From an optimization exercise on the open Yosys and OpenROAD flow, aimed at small area; shortcuts taken in it are not production practice. RTL that was checked went through simulation tests only; none was proved equivalent to the original. Power and IR drop assume default switching activity.

==> inputs of wip/zinc <==
// tempmon_core
module tempmon_core (
    input  wire        clk,
    input  wire        rst,
    input  wire        cmd_valid,
    input  wire [15:0] cmd_word,
    input  wire        tick_valid,
    output wire        ready,
    output reg  [15:0] resp,
    input  wire [15:0] rx_avail,
    input  wire [7:0]  rx_data,
    output wire        rx_pop,
    output wire        tx_valid,
    output wire [7:0]  tx_data,
    input  wire        tx_ready
);
    localparam [2:0] S_START = 3'd0, S_CMD = 3'd1, S_LEN = 3'd2, S_DATA = 3'd3,
                     S_CRCL = 3'd4, S_CRCH = 3'd5, S_END = 3'd6, S_OVF = 3'd7;
    localparam [2:0] R_INCOMPLETE = 3'd0, R_FRAME = 3'd1, R_BADCRC = 3'd2,
                     R_NOTERM = 3'd3, R_OVERFLOW = 3'd4;
    localparam [2:0] F_NONE = 3'd0, F_TIMEOUT = 3'd1, F_MISMATCH = 3'd5;
    localparam [1:0] P_IDLE = 2'd0, P_WAIT = 2'd1, P_PACE = 2'd2, P_DONE = 2'd3;
    localparam [1:0] T_NONE = 2'd0, T_OK = 2'd1, T_NOREPLY = 2'd2;
    localparam [2:0] ST_OK = 3'd0, ST_BUSY = 3'd1, ST_FULL = 3'd2,
                     ST_ILLEGAL = 3'd3, ST_RANGE = 3'd4;
    localparam [3:0] K_RUN = 4'd0,    
                     K_RX  = 4'd1,    
                     K_FC  = 4'd2,    
                     K_P1  = 4'd3,    
                     K_P2  = 4'd4,    
                     K_P3  = 4'd5,    
                     K_ACC = 4'd6,    
                     K_TXC = 4'd7,    
                     K_TMO = 4'd8,    
                     K_DL  = 4'd9,    
                     K_PI  = 4'd10,   
                     K_PC  = 4'd11,   
                     K_IDX = 4'd12,   
                     K_LEN = 4'd13;   
    localparam [3:0] K_LAST = 4'd13;
    localparam [4:0] E_NONE = 5'd0,  E_RST = 5'd1,   E_CINIT = 5'd2,  E_CBYTE = 5'd3,
                     E_RCMD = 5'd4,  E_DRST = 5'd5,  E_HFEED = 5'd6,  E_FEED = 5'd7,
                     E_IDXL = 5'd8,  E_IDXH = 5'd9,  E_RD = 5'd10,    E_ATT = 5'd11,
                     E_TMOL = 5'd12, E_TMOH = 5'd13, E_PIL = 5'd14,   E_PIH = 5'd15,
                     E_START = 5'd16, E_RESEND = 5'd17, E_CLOSE = 5'd18, E_TICK = 5'd19;
    localparam [1:0] X_LOAD = 2'd0, X_FOLD = 2'd1, X_SEND = 2'd2;
  ...
clock: 8.0 ns
lec_check: 0
cap_margin: 20
core_margin: 2
core_utilization: 55
place_density: 0.7
slew_margin: 20
standard.sh (not shown) runs the stock make flow with config.mk's settings and CLKGATE_MAP_FILE= SYNTH_SCRIPT=/design/flow/synth_recipe.tcl, a recipe that flattens the netlist after the stock synthesis.
==> flow/flow/run.sh <==
#!/bin/bash
# Standard layout, with two changes to how it is built:
#  - the port buffers that placement inserts are the smallest buffer, buf_1;
#  - clock tree synthesis inserts no dummy loads.
# make's output goes to flow_make.log; each ORFS step keeps its own log
# under orfs/logs/.
set -euo pipefail
bash standard.sh \
  'BUFFER_PORTS_ARGS=-buffer_cell sky130_fd_sc_hd__buf_1' \
  'CTS_ARGS=-sink_clustering_enable -repair_clock_nets -dont_use_dummy_load' \
  finish > flow_make.log 2>&1
==> wip/harbor (differences from wip/zinc) <==
==> flow/flow/run.sh (replaced) <==
#!/bin/bash
# Layout flow: the standard flow (standard.sh) with three changes.
#
#  1. Logic re-mapping.  After the standard synthesis, the combinational
#     cells of its netlist are mapped again with an area-oriented ABC script
#     (abc_area.scr).  Every flip-flop instance of the standard netlist is
#     kept as it is (same name, cell type and connections); only the gates
#     between them change.  The new netlist is used only if a SAT proof shows
#     that, with the flip-flops cut open, each flip-flop input and each output
#     port computes the same function as in the standard netlist
#     (cut_regs.py makes the cut); otherwise the standard netlist is kept.
#  2. The port buffers that placement inserts are buf_1 cells.
#  3. Clock tree synthesis inserts no dummy loads; CTS_OPTS below sets the
#     clock buffers and sink clusters.
#
# Logs, one per tool run, in this folder: flow_synth.log (standard synthesis),
# flow_remap.log (re-mapping), flow_equiv.log (proof), flow_make.log (the
# rest of the flow); each ORFS step also keeps its own log under orfs/logs/.
set -euo pipefail

CTS_OPTS='-sink_clustering_enable -repair_clock_nets -dont_use_dummy_load -buf_list sky130_fd_sc_hd__clkbuf_8 -sink_clustering_size 20 -sink_clustering_max_diameter 50'
KNOBS=('BUFFER_PORTS_ARGS=-buffer_cell sky130_fd_sc_hd__buf_1' "CTS_ARGS=$CTS_OPTS")

RES=orfs/results/${FLOW_PLATFORM}/tempmon_core/base
LOGS=orfs/logs/${FLOW_PLATFORM}/tempmon_core/base
LIB=${FLOW_HOME}/platforms/${FLOW_PLATFORM}/lib/sky130_fd_sc_hd__tt_025C_1v80.lib
TOP=${FLOW_TOP}
YOSYS=$(command -v yosys || echo "$FLOW_HOME/../tools/install/yosys/bin/yosys")

# 1. standard synthesis
bash standard.sh "${KNOBS[@]}" synth > flow_synth.log 2>&1

# 2. re-map the gates between the flip-flops, keeping the don't-use list
cp "$RES/1_2_yosys.v" std_netlist.v
DONT_USE=$(grep -o -- '-dont_use [A-Za-z0-9_]*' "$LOGS/1_2_yosys.log" | sort -u | tr '\n' ' ')
"$YOSYS" -p "read_liberty -ignore_miss_func $LIB; read_verilog std_netlist.v; hierarchy -top $TOP;
  setattr -mod -set keep_hierarchy 1 sky130_fd_sc_hd__dfxtp_1 sky130_fd_sc_hd__edfxtp_1;
  flatten; select $TOP; rename -hide w:*.*; select -clear; opt -purge;
  abc -liberty $LIB $DONT_USE -script flow/abc_area.scr;
  setundef -zero; splitnets; opt_clean -purge;
  hilomap -singleton -hicell sky130_fd_sc_hd__conb_1 HI -locell sky130_fd_sc_hd__conb_1 LO;
  insbuf -buf sky130_fd_sc_hd__buf_4 A X; opt_clean -purge;
  select $TOP; write_verilog -noattr -noexpr -nohex -nodec -selected remap_netlist.v" \
  > flow_remap.log 2>&1

# the flip-flops must be exactly the standard netlist's
ffs() { grep -E 'sky130_fd_sc_hd__e?dfxtp_1 ' "$1" | sort; }
use_remap=0
if [[ "$(ffs std_netlist.v)" == "$(ffs remap_netlist.v)" ]]; then
  python3 flow/cut_regs.py std_netlist.v std_cut.v > /dev/null
  python3 flow/cut_regs.py remap_netlist.v remap_cut.v > /dev/null
  if "$YOSYS" -p "read_liberty -ignore_miss_func $LIB; read_verilog std_cut.v; rename $TOP gold;
      read_verilog remap_cut.v; rename $TOP gate;
      miter -equiv -flatten -make_assert -ignore_gold_x gold gate miter; hierarchy -top miter;
      flatten; opt -fast; sat -verify -prove-asserts miter" > flow_equiv.log 2>&1; then
    use_remap=1
  fi
fi
echo "use_remap=$use_remap" >> flow_equiv.log
if [[ $use_remap == 1 ]]; then
  cp remap_netlist.v "$RES/1_2_yosys.v"
  rm -f "$RES/1_synth.odb" "$RES/1_synth.sdc"
fi

# 3. the rest of the flow
bash standard.sh "${KNOBS[@]}" finish > flow_make.log 2>&1
==> flow/flow/abc_area.scr (new file) <==
strash
&get -n
&deepsyn -T 120
&put
dch -f
amap
mfs2
strash
dch -f
amap
mfs2
strash
dch -f
amap
topo
==> flow/flow/cut_regs.py (new file) <==
# Cut a netlist open at its flip-flops: each dfxtp_1/edfxtp_1 instance is
# replaced by an input port for its Q and output ports for its D (and DE), so
# that two netlists with the same flip-flops can be compared as pure logic.
import re, sys
src=open(sys.argv[1]).read()
ports=[]
def repl(m):
    typ,name,body=m.group(1),m.group(2),m.group(3)
    pins=dict(re.findall(r'\.(\w+)\(([^()]*)\)',body))
    n=re.sub(r'\W','_',name)
    out=[]
    q=pins['Q'].strip()
    out.append(f"  assign {q} = ffq_{n} ;")
    ports.append(f"input ffq_{n}")
    out.append(f"  assign ffd_{n} = {pins['D'].strip()} ;")
    ports.append(f"output ffd_{n}")
    if 'DE' in pins:
        out.append(f"  assign ffe_{n} = {pins['DE'].strip()} ;")
        ports.append(f"output ffe_{n}")
    return "\n".join(out)+"\n"
src=re.sub(r'\s*sky130_fd_sc_hd__(e?dfxtp_1)\s+(\S+)\s*\((.*?)\);\n', repl, src, flags=re.S)
# add ports to module header
m=re.search(r'module tempmon_core\((.*?)\);',src,re.S)
hdr=m.group(1)
names=[p.split()[1] for p in ports]
src=src[:m.start()]+'module tempmon_core('+hdr+', '+', '.join(names)+');\n'+'\n'.join('  '+p+';' for p in ports)+src[m.end():]
open(sys.argv[2],'w').write(src)
print(len(ports))
==> qor summary <==
item                                                                       wip/harbor      wip/zinc
Run status                                                   timing/DRC/antenna clean  timing/DRC/antenna clean
Area of the core region                                                  0.0367 sq mm  0.0430 sq mm
Post-Place Cell Area                                                     0.0215 sq mm  0.0247 sq mm
Logic depth of the worst register-to-register path                                 20            11
Synthesized netlist cell count                                                   1890          2202
Power Density                                                             288 mW/mm^2   301 mW/mm^2
Design Area, Final                                                       0.0221 sq mm  0.0264 sq mm
Skew-Pair Late Insertion Delay                                                0.68 ns       0.62 ns
Transition time of the tightest slew-check pin                                1.13 ns       1.03 ns
Reported clock group power                                                    1570 uW       2700 uW
Int Pwr                                                                       4720 uW       5890 uW
Weighted congestion reported at the end of routability-driven placement          1.05          1.00
Critical path depth                                                                20             6
FF-to-FF setup slack                                                          0.89 ns       2.66 ns
Cts bufs inserted                                                                  50            68
Sequential fraction of total cell area                                          64.9%         54.5%
Setup clock skew after layout                                                0.107 ns     0.0687 ns
Starting density of the core                                                    56.0%         55.6%
Filler Cells Inserted                                                            3040          3505
Worst slew margin relative to its limit                                         24.3%         31.5%
Critical path buffer and inverter count                                             5             2

========
==> v39 <==
Starting RTL as in the previous note.
clock: 8.0 ns
lec_check: 0
cap_margin: 20
core_margin: 2
core_utilization: 40
place_density: 0.6
slew_margin: 20
run.sh (not shown) runs the stock make flow with config.mk's settings and CLKGATE_MAP_FILE= SYNTH_SCRIPT=/design/flow/synth_recipe.tcl, a recipe that flattens the netlist after the stock synthesis.
Stock flow here: none of the scripts above is used.
==> inputs of v4, as changes to v39 <==
==> flow/flow/run.sh (new file) <==
#!/bin/bash
# Layout flow: the standard flow (standard.sh) with three changes.
#
#  1. Logic re-mapping.  After the standard synthesis, the combinational
#     cells of its netlist are mapped again with an area-oriented ABC script
#     (abc_area.scr).  Every flip-flop instance of the standard netlist is
#     kept as it is (same name, cell type and connections); only the gates
#     between them change.  The new netlist is used only if a SAT proof shows
#     that, with the flip-flops cut open, each flip-flop input and each output
#     port computes the same function as in the standard netlist
#     (cut_regs.py makes the cut); otherwise the standard netlist is kept.
#  2. The port buffers that placement inserts are buf_1 cells.
#  3. Clock tree synthesis inserts no dummy loads; CTS_OPTS below sets the
#     clock buffers and sink clusters.
#
# Logs, one per tool run, in this folder: flow_synth.log (standard synthesis),
# flow_remap.log (re-mapping), flow_equiv.log (proof), flow_make.log (the
# rest of the flow); each ORFS step also keeps its own log under orfs/logs/.
set -euo pipefail

CTS_OPTS='-sink_clustering_enable -repair_clock_nets -dont_use_dummy_load -root_buf sky130_fd_sc_hd__clkbuf_16 -buf_list sky130_fd_sc_hd__clkbuf_4 -sink_clustering_size 10 -sink_clustering_max_diameter 40'
KNOBS=('BUFFER_PORTS_ARGS=-buffer_cell sky130_fd_sc_hd__buf_1' "CTS_ARGS=$CTS_OPTS")

RES=orfs/results/${FLOW_PLATFORM}/tempmon_core/base
LOGS=orfs/logs/${FLOW_PLATFORM}/tempmon_core/base
LIB=${FLOW_HOME}/platforms/${FLOW_PLATFORM}/lib/sky130_fd_sc_hd__tt_025C_1v80.lib
TOP=${FLOW_TOP}
YOSYS=$(command -v yosys || echo "$FLOW_HOME/../tools/install/yosys/bin/yosys")

# 1. standard synthesis
bash standard.sh "${KNOBS[@]}" synth > flow_synth.log 2>&1

# 2. re-map the gates between the flip-flops, keeping the don't-use list
cp "$RES/1_2_yosys.v" std_netlist.v
DONT_USE=$(grep -o -- '-dont_use [A-Za-z0-9_]*' "$LOGS/1_2_yosys.log" | sort -u | tr '\n' ' ')
"$YOSYS" -p "read_liberty -ignore_miss_func $LIB; read_verilog std_netlist.v; hierarchy -top $TOP;
  setattr -mod -set keep_hierarchy 1 sky130_fd_sc_hd__dfxtp_1 sky130_fd_sc_hd__edfxtp_1;
  flatten; select $TOP; rename -hide w:*.*; select -clear; opt -purge;
  abc -liberty $LIB $DONT_USE -script flow/abc_area.scr;
  setundef -zero; splitnets; opt_clean -purge;
  hilomap -singleton -hicell sky130_fd_sc_hd__conb_1 HI -locell sky130_fd_sc_hd__conb_1 LO;
  insbuf -buf sky130_fd_sc_hd__buf_4 A X; opt_clean -purge;
  select $TOP; write_verilog -noattr -noexpr -nohex -nodec -selected remap_netlist.v" \
  > flow_remap.log 2>&1

# the flip-flops must be exactly the standard netlist's
ffs() { grep -E 'sky130_fd_sc_hd__e?dfxtp_1 ' "$1" | sort; }
use_remap=0
if [[ "$(ffs std_netlist.v)" == "$(ffs remap_netlist.v)" ]]; then
  python3 flow/cut_regs.py std_netlist.v std_cut.v > /dev/null
  python3 flow/cut_regs.py remap_netlist.v remap_cut.v > /dev/null
  if "$YOSYS" -p "read_liberty -ignore_miss_func $LIB; read_verilog std_cut.v; rename $TOP gold;
      read_verilog remap_cut.v; rename $TOP gate;
      miter -equiv -flatten -make_assert -ignore_gold_x gold gate miter; hierarchy -top miter;
      flatten; opt -fast; sat -verify -prove-asserts miter" > flow_equiv.log 2>&1; then
    use_remap=1
  fi
fi
echo "use_remap=$use_remap" >> flow_equiv.log
if [[ $use_remap == 1 ]]; then
  cp remap_netlist.v "$RES/1_2_yosys.v"
  rm -f "$RES/1_synth.odb" "$RES/1_synth.sdc"
fi

# 3. the rest of the flow
bash standard.sh "${KNOBS[@]}" finish > flow_make.log 2>&1
==> flow/flow/abc_area.scr (new file) <==
strash
&get -n
&deepsyn -T 120
&put
dch -f
amap
mfs2
strash
dch -f
amap
mfs2
strash
dch -f
amap
topo
==> flow/flow/cut_regs.py (new file) <==
# Cut a netlist open at its flip-flops: each dfxtp_1/edfxtp_1 instance is
# replaced by an input port for its Q and output ports for its D (and DE), so
# that two netlists with the same flip-flops can be compared as pure logic.
import re, sys
src=open(sys.argv[1]).read()
ports=[]
def repl(m):
    typ,name,body=m.group(1),m.group(2),m.group(3)
    pins=dict(re.findall(r'\.(\w+)\(([^()]*)\)',body))
    n=re.sub(r'\W','_',name)
    out=[]
    q=pins['Q'].strip()
    out.append(f"  assign {q} = ffq_{n} ;")
    ports.append(f"input ffq_{n}")
    out.append(f"  assign ffd_{n} = {pins['D'].strip()} ;")
    ports.append(f"output ffd_{n}")
    if 'DE' in pins:
        out.append(f"  assign ffe_{n} = {pins['DE'].strip()} ;")
        ports.append(f"output ffe_{n}")
    return "\n".join(out)+"\n"
src=re.sub(r'\s*sky130_fd_sc_hd__(e?dfxtp_1)\s+(\S+)\s*\((.*?)\);\n', repl, src, flags=re.S)
# add ports to module header
m=re.search(r'module tempmon_core\((.*?)\);',src,re.S)
hdr=m.group(1)
names=[p.split()[1] for p in ports]
src=src[:m.start()]+'module tempmon_core('+hdr+', '+', '.join(names)+');\n'+'\n'.join('  '+p+';' for p in ports)+src[m.end():]
open(sys.argv[2],'w').write(src)
print(len(ports))
==> flow/standard.sh (new file) <==
#!/bin/bash
# synth_recipe.tcl (not shown) runs the flow's synth.tcl, then flattens the netlist and writes it again
# the make line also repeats each setting of config.mk as NAME=value (left out here)
make -C /OpenROAD-flow-scripts/flow DESIGN_CONFIG=/design/flow/config.mk WORK_HOME=/design/flow/orfs CLKGATE_MAP_FILE= SYNTH_SCRIPT=/design/flow/synth_recipe.tcl "${@:-finish}"
==> flow/config.mk (replaced) <==
export PLATFORM = sky130hd
export DESIGN_NAME = tempmon_core
export DESIGN_NICKNAME = tempmon_core
export VERILOG_FILES = /design/flow/design.v
export SDC_FILE = /design/flow/constraint.sdc
export NUM_CORES = 4
export LEC_CHECK = 0
export CAP_MARGIN = 20
export CORE_MARGIN = 2
export CORE_UTILIZATION = 55
export PLACE_DENSITY = 0.7
export SLEW_MARGIN = 20
removed: flow/run.sh
==> inputs of v24, as changes to v39 <==
--- a/flow/design.v
+++ b/flow/design.v
@@ -30,17 +30,15 @@
                      K_P3  = 4'd5,    
                      K_ACC = 4'd6,    
                      K_TXC = 4'd7,    
                      K_TMO = 4'd8,    
                      K_DL  = 4'd9,    
                      K_PI  = 4'd10,   
                      K_PC  = 4'd11,   
-                     K_IDX = 4'd12,   
-                     K_LEN = 4'd13;   
-    localparam [3:0] K_LAST = 4'd13;
+                     K_IDX = 4'd12;   
     localparam [4:0] E_NONE = 5'd0,  E_RST = 5'd1,   E_CINIT = 5'd2,  E_CBYTE = 5'd3,
                      E_RCMD = 5'd4,  E_DRST = 5'd5,  E_HFEED = 5'd6,  E_FEED = 5'd7,
                      E_IDXL = 5'd8,  E_IDXH = 5'd9,  E_RD = 5'd10,    E_ATT = 5'd11,
                      E_TMOL = 5'd12, E_TMOH = 5'd13, E_PIL = 5'd14,   E_PIH = 5'd15,
                      E_START = 5'd16, E_RESEND = 5'd17, E_CLOSE = 5'd18, E_TICK = 5'd19;
     localparam [1:0] X_LOAD = 2'd0, X_FOLD = 2'd1, X_SEND = 2'd2;
     function [15:0] crc_step(input [15:0] acc, input [7:0] b);
@@ -49,50 +47,18 @@
         begin
             a = acc ^ {8'h00, b};
             for (i = 0; i < 8; i = i + 1)
                 a = a[0] ? ((a >> 1) ^ 16'hA001) : (a >> 1);
             crc_step = a;
         end
     endfunction
-    function [15:0] dec16(input [15:0] a);
-        integer i;
-        reg b;
-        begin
-            b = 1'b1;
-            for (i = 0; i < 16; i = i + 1) begin
-                dec16[i] = a[i] ^ b;
-                b = b & ~a[i];
-            end
-        end
-    endfunction
-    function [7:0] dec8(input [7:0] a);
-        integer i;
-        reg b;
-        begin
-            b = 1'b1;
-            for (i = 0; i < 8; i = i + 1) begin
-                dec8[i] = a[i] ^ b;
-                b = b & ~a[i];
-            end
-        end
-    endfunction
-    function [7:0] inc8(input [7:0] a);
-        integer i;
-        reg c;
-        begin
-            c = 1'b1;
-            for (i = 0; i < 8; i = i + 1) begin
-                inc8[i] = a[i] ^ c;
-                c = c & a[i];
-            end
-        end
-    endfunction
     reg [4:0]  req_len;           
     reg [2:0]  dec_state;
     reg [1:0]  dec_lidx;
+    reg [15:0] dec_len;
     reg [4:0]  dec_pcount;        
     reg [2:0]  dec_result;
     reg        frm_valid;
     reg [4:0]  frm_len;           
     reg [1:0]  txn_phase;
     reg [1:0]  txn_result;
     reg [2:0]  last_fail;
@@ -109,16 +75,16 @@
     reg [127:0] rq;               
     reg [127:0] rdb;              
     reg [127:0] rfb;              
     wire [7:0]  rq_t  = rq[127:120];
     wire [7:0]  rdb_t = rdb[127:120];
     wire [7:0]  rfb_t = rfb[127:120];
     reg [3:0]   wrot;
-    reg [223:0] wr;
-    wire [15:0] tap = wr[223:208];    
+    reg [207:0] wr;
+    wire [15:0] tap = wr[207:192];    
     wire [15:0] w0  = wr[15:0];       
     reg [4:0]  ev;
     reg        run;
     reg [7:0]  pbyte;             
     reg        frame_f;           
     reg        match_f;           
     reg        ppush;             
@@ -179,29 +145,30 @@
         sel_value = 16'h0000;
         case (imm)
             8'h00: sel_value = {5'b0, opst, txn_result, txn_phase, frm_valid, dec_state};
             8'h03: sel_value = {11'b0, req_len};
             8'h04: begin sel_buf = 1'b1; sel_len = req_len; end
             8'h08: sel_value = {13'b0, dec_state};
             8'h09: sel_value = {13'b0, dec_result};
+            8'h0B: sel_value = dec_len;
             8'h0C: sel_value = {11'b0, dec_pcount};
             8'h0F: begin sel_buf = 1'b1; sel_len = dec_pcount; end
             8'h10: sel_value = {15'b0, frm_valid};
             8'h12: sel_value = {11'b0, frm_len};
             8'h13: begin sel_buf = 1'b1; sel_len = frm_len; end
             8'h18: sel_value = {14'b0, txn_phase};
             8'h19: sel_value = {14'b0, txn_result};
             8'h1A: sel_value = {13'b0, last_fail};
             8'h1F: sel_value = {15'b0, pace_cnt};
             8'h24: sel_value = rx_avail;
             8'h25: sel_value = {14'b0, dec_lidx};
             8'h28: sel_value = 16'd16;
             8'h29: sel_value = 16'd16;
             8'h2A: sel_value = 16'd1;
-            8'h01, 8'h02, 8'h0A, 8'h0B, 8'h0D, 8'h0E, 8'h11, 8'h14, 8'h1B, 8'h1C,
+            8'h01, 8'h02, 8'h0A, 8'h0D, 8'h0E, 8'h11, 8'h14, 8'h1B, 8'h1C,
             8'h1D, 8'h1E, 8'h20, 8'h21, 8'h22, 8'h23: sel_ring = 1'b1;
             default: sel_known = 1'b0;
         endcase
     end
     wire idx_in = !idx_hnz && (idx_lo < sel_len);
     reg [2:0] cmd_status;
     always @* begin
@@ -239,31 +206,30 @@
             8'h44: cmd_ev = E_PIH;
             8'h48: cmd_ev = E_START;
             default: cmd_ev = E_NONE;
         endcase
     end
     wire dec_wr = (dec_state == S_DATA) && !dec_pcount[4];
     wire act = (ev != E_NONE) && !pdw && (run || wrot == 4'd0);
-    wire fin = act && (wrot == K_LAST);
+    wire fin = act && (wrot == 4'd12);
     wire is_feed = (ev == E_HFEED) || (ev == E_FEED);
     wire is_send = (ev == E_RESEND);
     wire dreset  = (ev == E_DRST) || is_send ||
                    (is_feed && dec_state == S_START && pbyte == 8'h55);
     wire [15:0] crc_o = crc_step(tap, pbyte);
-    wire [15:0] dec_o = dec16(tap);
+    wire [15:0] dec_o = tap - 16'd1;
     wire        tap_1 = (tap == 16'd1);
     reg [3:0] rd_k;
     reg [1:0] rd_part;
     always @* begin
         rd_k = K_ACC; rd_part = 2'd0;
         case (pbyte)
             8'h01: begin rd_k = K_ACC; rd_part = 2'd0; end
             8'h02: begin rd_k = K_P1;  rd_part = 2'd1; end
             8'h0A: begin rd_k = K_P1;  rd_part = 2'd2; end
-            8'h0B: begin rd_k = K_LEN; rd_part = 2'd0; end
             8'h0D: begin rd_k = K_RUN; rd_part = 2'd0; end
             8'h0E: begin rd_k = K_RX;  rd_part = 2'd0; end
             8'h11: begin rd_k = K_P2;  rd_part = 2'd1; end
             8'h14: begin rd_k = K_FC;  rd_part = 2'd0; end
             8'h1B: begin rd_k = K_P3;  rd_part = 2'd1; end
             8'h1C: begin rd_k = K_P3;  rd_part = 2'd2; end
             8'h1D: begin rd_k = K_DL;  rd_part = 2'd0; end
@@ -349,35 +315,29 @@
             endcase
             if (is_feed) begin
                 case (dec_state)
                     S_CMD: begin
                         if (wrot == K_P1)  lsel = M_PB;
                         if (wrot == K_RUN) begin hsel = M_CRC; lsel = M_CRC; end
                     end
-                    S_LEN, S_DATA: begin
+                    S_LEN, S_DATA:
                         if (wrot == K_RUN && !dec_pcount[4]) begin hsel = M_CRC; lsel = M_CRC; end
-                        if (wrot == K_LEN && dec_state == S_LEN) begin
-                            hsel = (dec_lidx == 2'd0) ? M_00 : M_PB;
-                            if (dec_lidx == 2'd0) lsel = M_PB;
-                        end
-                    end
                     S_CRCL: if (wrot == K_RX) begin hsel = M_00; lsel = M_PB; end
                     S_CRCH: if (wrot == K_RX) hsel = M_PB;
                     S_END: begin
                         if (wrot == K_FC && frame_f) begin hsel = M_W0; lsel = M_W0; end   
                         if (wrot == K_P2 && frame_f) hsel = M_W0L;                        
                     end
                     default: ;
                 endcase
             end
             if (dreset) begin
                 if (wrot == K_RX)  begin hsel = M_00; lsel = M_00; end
                 if (wrot == K_RUN) begin hsel = M_FF; lsel = M_FF; end
                 if (wrot == K_P1)  lsel = M_00;
-                if (wrot == K_LEN) begin hsel = M_00; lsel = M_00; end
             end
         end
     end
     function [7:0] pick(input [3:0] m, input [7:0] t, input [7:0] c, input [7:0] w,
                         input [7:0] d, input [7:0] a);
         begin
             case (m)
@@ -389,48 +349,53 @@
                 M_W0L: pick = w0[7:0];
                 M_DEC: pick = d;
                 M_ADJ: pick = a;
                 default: pick = t;
             endcase
         end
     endfunction
-    wire [15:0] win = {pick(hsel, tap[15:8], crc_o[15:8], w0[15:8], dec_o[15:8], dec8(tap[15:8])),
-                       pick(lsel, tap[7:0],  crc_o[7:0],  w0[7:0],  dec_o[7:0],  inc8(tap[7:0]))};
+    wire [15:0] win = {pick(hsel, tap[15:8], crc_o[15:8], w0[15:8], dec_o[15:8], tap[15:8] - 8'd1),
+                       pick(lsel, tap[7:0],  crc_o[7:0],  w0[7:0],  dec_o[7:0],  tap[7:0] + 8'd1)};
     reg [2:0]  n_state;
     reg [1:0]  n_lidx;
+    reg [15:0] n_len;
     reg [4:0]  n_pcount;
     reg [2:0]  n_result;
     always @* begin
         n_state  = dec_state;
         n_lidx   = dec_lidx;
+        n_len    = dec_len;
         n_pcount = dec_pcount;
         n_result = R_INCOMPLETE;
         case (dec_state)
             S_START: begin
                 if (pbyte == 8'h55) begin
+                    n_len    = 16'd0;
                     n_lidx   = 2'd0;
                     n_pcount = 5'd0;
                     n_state  = S_CMD;
                 end
             end
             S_CMD: n_state = S_LEN;
             S_LEN: begin
                 if (dec_lidx == 2'd0) begin
+                    n_len  = {8'h00, pbyte};
                     n_lidx = 2'd1;
                 end else begin
+                    n_len   = {pbyte, dec_len[7:0]};
                     n_lidx  = 2'd2;
-                    n_state = (pbyte != 8'h00 || tap[7:0] != 8'h00) ? S_DATA : S_CRCL;
+                    n_state = (n_len != 16'd0) ? S_DATA : S_CRCL;
                 end
             end
             S_DATA: begin
                 if (dec_pcount[4]) begin
                     n_state = S_OVF;
                 end else begin
                     n_pcount = dec_pcount + 5'd1;
-                    if ({11'd0, n_pcount} == tap)
+                    if ({11'd0, n_pcount} == dec_len)
                         n_state = S_CRCL;
                 end
             end
             S_CRCL: n_state = S_CRCH;
             S_CRCH: n_state = S_END;
             S_END: begin
                 n_result = frame_f ? R_FRAME : (pbyte == 8'hAA) ? R_BADCRC : R_NOTERM;
@@ -456,27 +421,28 @@
         endcase
     end
     wire rd_go = (prd != 2'd0) && (rot == idx_lo[3:0]);
     always @(posedge clk) begin
         rq  <= {rq[119:0],  push_go ? pbyte : rq_t};
         rdb <= {rdb[119:0], dw_go ? pbyte : rdb_t};
         rfb <= {rfb[119:0], cp_run ? rdb_t : rfb_t};
-        wr  <= {wr[207:0],  win};
+        wr  <= {wr[191:0],  win};
     end
     always @(posedge clk) begin
         if (rst) begin
             rot        <= 4'd0;
             wrot       <= 4'd0;
             ev         <= E_RST;
             run        <= 1'b0;
             frame_f    <= 1'b0;
             match_f    <= 1'b0;
             req_len    <= 5'd0;
             dec_state  <= S_START;
             dec_lidx   <= 2'd0;
+            dec_len    <= 16'd0;
             dec_pcount <= 5'd0;
             dec_result <= R_INCOMPLETE;
             frm_valid  <= 1'b0;
             frm_len    <= 5'd0;
             txn_phase  <= P_IDLE;
             txn_result <= T_NONE;
             last_fail  <= F_NONE;
@@ -496,15 +462,15 @@
             cp_arm     <= 1'b0;
             cp_run     <= 1'b0;
             sending    <= 1'b0;
             tx_pos     <= 5'd0;
             tx_st      <= X_LOAD;
         end else begin
             rot  <= rot + 4'd1;
-            wrot <= (wrot == K_LAST) ? 4'd0 : wrot + 4'd1;
+            wrot <= (wrot == 4'd12) ? 4'd0 : wrot + 4'd1;
             if (do_cmd) begin
                 opst  <= cmd_status;
                 pbyte <= imm;
             end
             if (cmd_ok) begin
                 ev <= cmd_ev;
                 case (op)
@@ -581,25 +547,27 @@
                     al_nz <= (tap[15:8] != 8'd1);
             end
             if (fin) begin
                 ev <= E_NONE;
                 if (is_feed) begin
                     dec_state  <= n_state;
                     dec_lidx   <= n_lidx;
+                    dec_len    <= n_len;
                     dec_pcount <= n_pcount;
                     dec_result <= n_result;
                     if (frame_f) begin
                         frm_valid <= 1'b1;
-                        frm_len   <= tap[4:0];
+                        frm_len   <= dec_len[4:0];
                         cp_arm    <= 1'b1;
                     end
                 end
                 if (ev == E_DRST || is_send) begin
                     dec_state  <= S_START;
                     dec_lidx   <= 2'd0;
+                    dec_len    <= 16'd0;
                     dec_pcount <= 5'd0;
                     dec_result <= R_INCOMPLETE;
                 end
                 if (ev == E_FEED) begin
                     if (feed_ok) begin
                         txn_phase  <= P_DONE;
                         txn_result <= T_OK;
==> flow/config.mk (replaced) <==
export PLATFORM = sky130hd
export DESIGN_NAME = tempmon_core
export DESIGN_NICKNAME = tempmon_core
export VERILOG_FILES = /design/flow/design.v
export SDC_FILE = /design/flow/constraint.sdc
export NUM_CORES = 4
export LEC_CHECK = 0
export CAP_MARGIN = 20
export CORE_MARGIN = 2
export CORE_UTILIZATION = 60
export CTS_BUF_LIST = sky130_fd_sc_hd__clkbuf_4
export CTS_CLUSTER_SIZE = 30
export PLACE_DENSITY = 0.75
export SLEW_MARGIN = 20
==> notes <==
- v24 completed with no timing, DRC or antenna violations. v39 finished clean. v4 finished clean.
- Critical path depth, lowest first: v39, v24, v4.
- Combinational power: v4 is smaller than v24 (about 40%).
- Register-to-register slack: v39 > v24 > v4.
- Via count: v24 is larger than v39 (about 11%).
- The lowest clock power belongs to v4, the highest to v39.
- Core utilization: v39 < v4 < v24.
- Setup slack: v4 < v39 < v24.
- The lowest cell count belongs to v4, the highest to v39.
==> figures <==
item	v24	v4	v39
Run status	timing/DRC/antenna clean	timing/DRC/antenna clean	timing/DRC/antenna clean
Hold slack final	0.295 ns	0.294 ns	0.277 ns
Detailed placement HPWL	50300 um	45400 um	49900 um
GRT Total Usage	35.6%	31.6%	22.3%
Power per Cell Area	296 nW/um^2	294 nW/um^2	314 nW/um^2
End of the critical path	pi_nz	-	rx_pop
Worst Hold End	rfb[114]	wr[36]	wr[116]
Reg2Reg Launch Point	wrot[0]	req_len[4]	wrot[0]
Non-clock buffering overhead	3.69%	1.74%	3.57%
Slowest cell delay on critical path	0.60 ns	0.86 ns	0.68 ns
Fraction of the mapped netlist area in compound gates	14.4%	-	13.8%
Type of destination of the critical path	register	register	primary output
Number of distinct library cells after synthesis	84	-	106
Number of standard-cell rows in the floorplan	73	70	89
Stages on the worst setup path	13	20	6
Critical Path Fanout Max	16	14	19
Clock latency on the worst-skew pair	0.92 ns	0.59 ns	0.63 ns
Iteration-0 DRC Markers	2355	1763	1662
Function not checked in v24: the RTL went through the layout flow alone.

static timing again, ports no longer ideal:
How much do the figures lean on ideal ports? The routed layouts below were timed once more, with nothing changed but the port constraints. Step 1, drivers: a clkbuf_16 drives clk and a buf_2 each remaining input, both assumed. Step 2 moves the port delays by t, midway between the first and last clock arrival at a register: inputs arrive t later, outputs are due t later. That takes back most of the time a late clock gives input paths. Three values: ideal, step 1, step 2; two values: the first two.
run	t, ns	setup slack, ns	worst setup path after step 2	worst data-port slew with drivers (ns)
wip/zinc	0.647	2.611 / 2.552 / 2.371	input to register	0.07
wip/harbor	0.677	0.889 / 0.889 / 0.652	input to register	0.05
v39	0.661	2.002 / 1.943 / 1.981	input to register	0.13
v4	0.605	1.025 / 1.025 / 0.613	input to register	0.05
v24	0.944	2.433 / 2.433 / 1.855	input to register	0.07
After both steps setup and hold are still met in every run listed. For v24, which loses most, drivers alone change the setup slack by 0.000 ns; drivers and shift together by -0.578 ns.
